Source: an optimization exercise on an open RTL-to-GDS flow (aim: small area, a short achievable clock period and few clock cycles). Production flows keep margins and buffers that such runs may drop.
Function was checked by simulation only, so behaviour that the tests miss may differ from the original.
Power is estimated from default activity; no workload was simulated.

Design m10_numeng, start of the top module:
module m10_numeng #(
    parameter [31:0] REF_CLK   = 32'd50000000,
    parameter [31:0] K_MS      = 32'd1000,
    parameter [31:0] K_US      = 32'd1,
    parameter [7:0]  FINE_WRAP = 8'd127
) (
    input  wire        clk,
    input  wire        rst,
    input  wire        tick,
    input  wire        cmd_valid,
    output wire        cmd_ready,
    input  wire [7:0]  cmd_op,
    input  wire [7:0]  cmd_imm,
    input  wire [31:0] cmd_arg,
    output wire        rsp_valid,
    output wire [2:0]  rsp_err,
    output wire [31:0] rsp_data,
    output wire        tx_valid,
    input  wire        tx_ready,
    output wire [7:0]  tx_data
);
Size: ~3800 cells after synthesis, roughly 99 I/O pins.
export LEC_CHECK = 0
export ABC_AREA = 1
export CAP_MARGIN = 20
export CORE_MARGIN = 2
export CORE_UTILIZATION = 40
export PLACE_DENSITY = 0.6
export SETUP_SLACK_MARGIN = 2.5
export SLEW_MARGIN = 20
export TNS_END_PERCENT = 20
create_clock -name core_clock -period 6.0 [get_ports {clk}]
run.sh (not shown) runs the stock make flow with config.mk's settings and CLKGATE_MAP_FILE= SYNTH_SCRIPT=/design/flow/synth_recipe.tcl, a recipe that flattens the netlist after the stock synthesis.
The first run completed with no timing, DRC or antenna violations.
Testbench counts at the start, summed over its fixed seeds: cycles 24,389.
==> next run, changes <==
==> flow/flow/run.sh (new file) <==
#!/bin/bash
# The standard layout (standard.sh: ORFS synthesis to finish, unchanged),
# except that the ports are buffered with sky130_fd_sc_hd__buf_4 instead of the
# cell buffer_ports picks by default (a slow delay buffer, clkdlybuf4s50_1,
# which the platform's footprint-matched sizing can only swap for other delay
# cells). Every input and output port still gets its own buffer.
set -euo pipefail
export BUFFER_PORTS_ARGS="-buffer_cell sky130_fd_sc_hd__buf_4"
bash standard.sh finish > standard.log 2>&1
==> flow/standard.sh (new file) <==
#!/bin/bash
# synth_recipe.tcl (not shown) runs the flow's synth.tcl, then flattens the netlist and writes it again
# the make line also repeats each setting of config.mk as NAME=value (left out here)
make -C /OpenROAD-flow-scripts/flow DESIGN_CONFIG=/design/flow/config.mk WORK_HOME=/design/flow/orfs CLKGATE_MAP_FILE= SYNTH_SCRIPT=/design/flow/synth_recipe.tcl "${@:-finish}"
Settings changed: CTS_BUF_LIST set to sky130_fd_sc_hd__clkbuf_8, CTS_CLUSTER_SIZE set to 30.
removed: flow/run.sh
Effect:
- cell area goes down by 2.0%
- core utilization goes down by 1.0 points
- cell count goes up by 0.39%
- hold slack is about the same
- first-iteration DRC count goes up by 0.34%
- power goes down by 5.0%
- via count hardly moves
==> next run, changes <==
Settings changed: CTS_BUF_LIST sky130_fd_sc_hd__clkbuf_8 to unset, CTS_CLUSTER_SIZE 30 to unset, TNS_END_PERCENT 20 to unset.
Setup slack improved by 0.022 ns; synthesized cell count stays the same; via count drops slightly; register-to-register slack improved by 0.02 ns; clock-buffer cell count drops by 18; global-route usage drops by 0.54 points; area after synthesis stays the same; total power climbs by a few percent.


m10_numeng, a different RTL version from the one above (not shown whole).
For scale: ~310 flip-flops.
Settings: LEC_CHECK=0, ABC_AREA=1, CAP_MARGIN=20, CORE_MARGIN=2, CORE_UTILIZATION=40, PLACE_DENSITY=0.6, SETUP_SLACK_MARGIN=2.2, SLEW_MARGIN=20; clock period 6.0 ns.
Stock flow here: none of the scripts above is used.
Testbench counts at the start, summed over its fixed seeds: cycles 24,282.
Rerun with:
Settings changed: SETUP_SLACK_MARGIN 2.2 to 1.5.
The new run produced a clean layout.
Die area is unchanged.
Count of clock-buffer cells in the layout is lower by 8.
Final cell count fell by 2.3%.
Combinational power decreases by 3.7%.
Global-route usage fell by 0.61 points.
Setup slack degrades by 0.48 ns.
Sequential power is about the same.
Routed wire length shrinks by 3.1%.


== job 101 ==
m10_numeng, a different RTL version from the one above (not shown whole).
Size in the first run: ~3800 cells after synthesis, ~290 flip-flops, ~99 I/O pins, ~25000 µm² of cells after synthesis.
==> flow/design.v (excerpt) <==
module m10_numeng #(
    parameter [31:0] REF_CLK   = 32'd50000000,
    parameter [31:0] K_MS      = 32'd1000,
    parameter [31:0] K_US      = 32'd1,
    parameter [7:0]  FINE_WRAP = 8'd127
) (
    input  wire        clk,
    input  wire        rst,
    input  wire        tick,
    input  wire        cmd_valid,
    output wire        cmd_ready,
    input  wire [7:0]  cmd_op,
    input  wire [7:0]  cmd_imm,
    input  wire [31:0] cmd_arg,
    output wire        rsp_valid,
    output wire [2:0]  rsp_err,
    output wire [31:0] rsp_data,
    output wire        tx_valid,
    input  wire        tx_ready,
    output wire [7:0]  tx_data
);
make LEC_CHECK=0 ABC_AREA=1 CAP_MARGIN=20 CORE_MARGIN=2 CORE_UTILIZATION=40 PLACE_DENSITY=0.6 SETUP_SLACK_MARGIN=2.2 SLEW_MARGIN=20 finish   # period 6.0 ns
Testbench counts of job 101, summed over its fixed seeds: cycles 24,638.
Modified inputs, job 102 compared to job 101
Settings: a change of SETUP_SLACK_MARGIN from 2.2 to 2.5.
## What came out
Status: instance area after placement parity (job 102, job 101)
Job 102 vs job 101, headroom to the max-slew limit went down by 2.4 points.
Against job 101, job 102 reports a routed metal-1 wire length that is higher.
NOTE power job 101->job 102 decreased by a few percent

what the ideal ports hide:
The results above use ideal ports. As a check the final layouts listed here were re-extracted and re-timed, cells and wires unchanged. Step 1 sets driving cells, clkbuf_16 on the clock port and buf_2 on the other inputs (assumed; they add their load-dependent delay and slew). Step 2 adds t to the input delays and takes it off the output delays; t is the mean of the earliest and latest rising clock arrival at the registers after step 1. Input paths then give back, and output paths get back, about the clock's delay inside the block. Three values: ideal ports, drivers, drivers and shift; two values: the first two.
run | t, ns | setup WS [ns] | hold slack, ns
the first run of note 1 | 0.631 | 2.491 / 2.453 / 1.947 | 0.450 / 0.450 / 0.450
the second run of note 1 | 0.709 | 2.478 / 2.449 / 1.860 | 0.448 / 0.448 / 0.448
the third run of note 1 | 0.637 | 2.499 / 2.499 / 1.958 | 0.465 / 0.465 / 0.465
the first run of note 2 | 0.629 | 2.056 / 2.056 / 1.724 | 0.485 / 0.485 / 0.485
the second run of note 2 | 0.627 | 1.580 / 1.617 / 0.990 | 0.482 / 0.482 / 0.482
job 101 | 0.622 | 2.183 / 2.161 / 1.618 | 0.431 / 0.431 / 0.431
job 102 | 0.623 | 2.457 / 2.457 / 1.890 | 0.416 / 0.416 / 0.416
After both steps setup and hold are still met in every run listed. The setup slack of the second run of note 1, which loses most, moves by -0.029 ns with the drivers and by -0.618 ns with both steps.
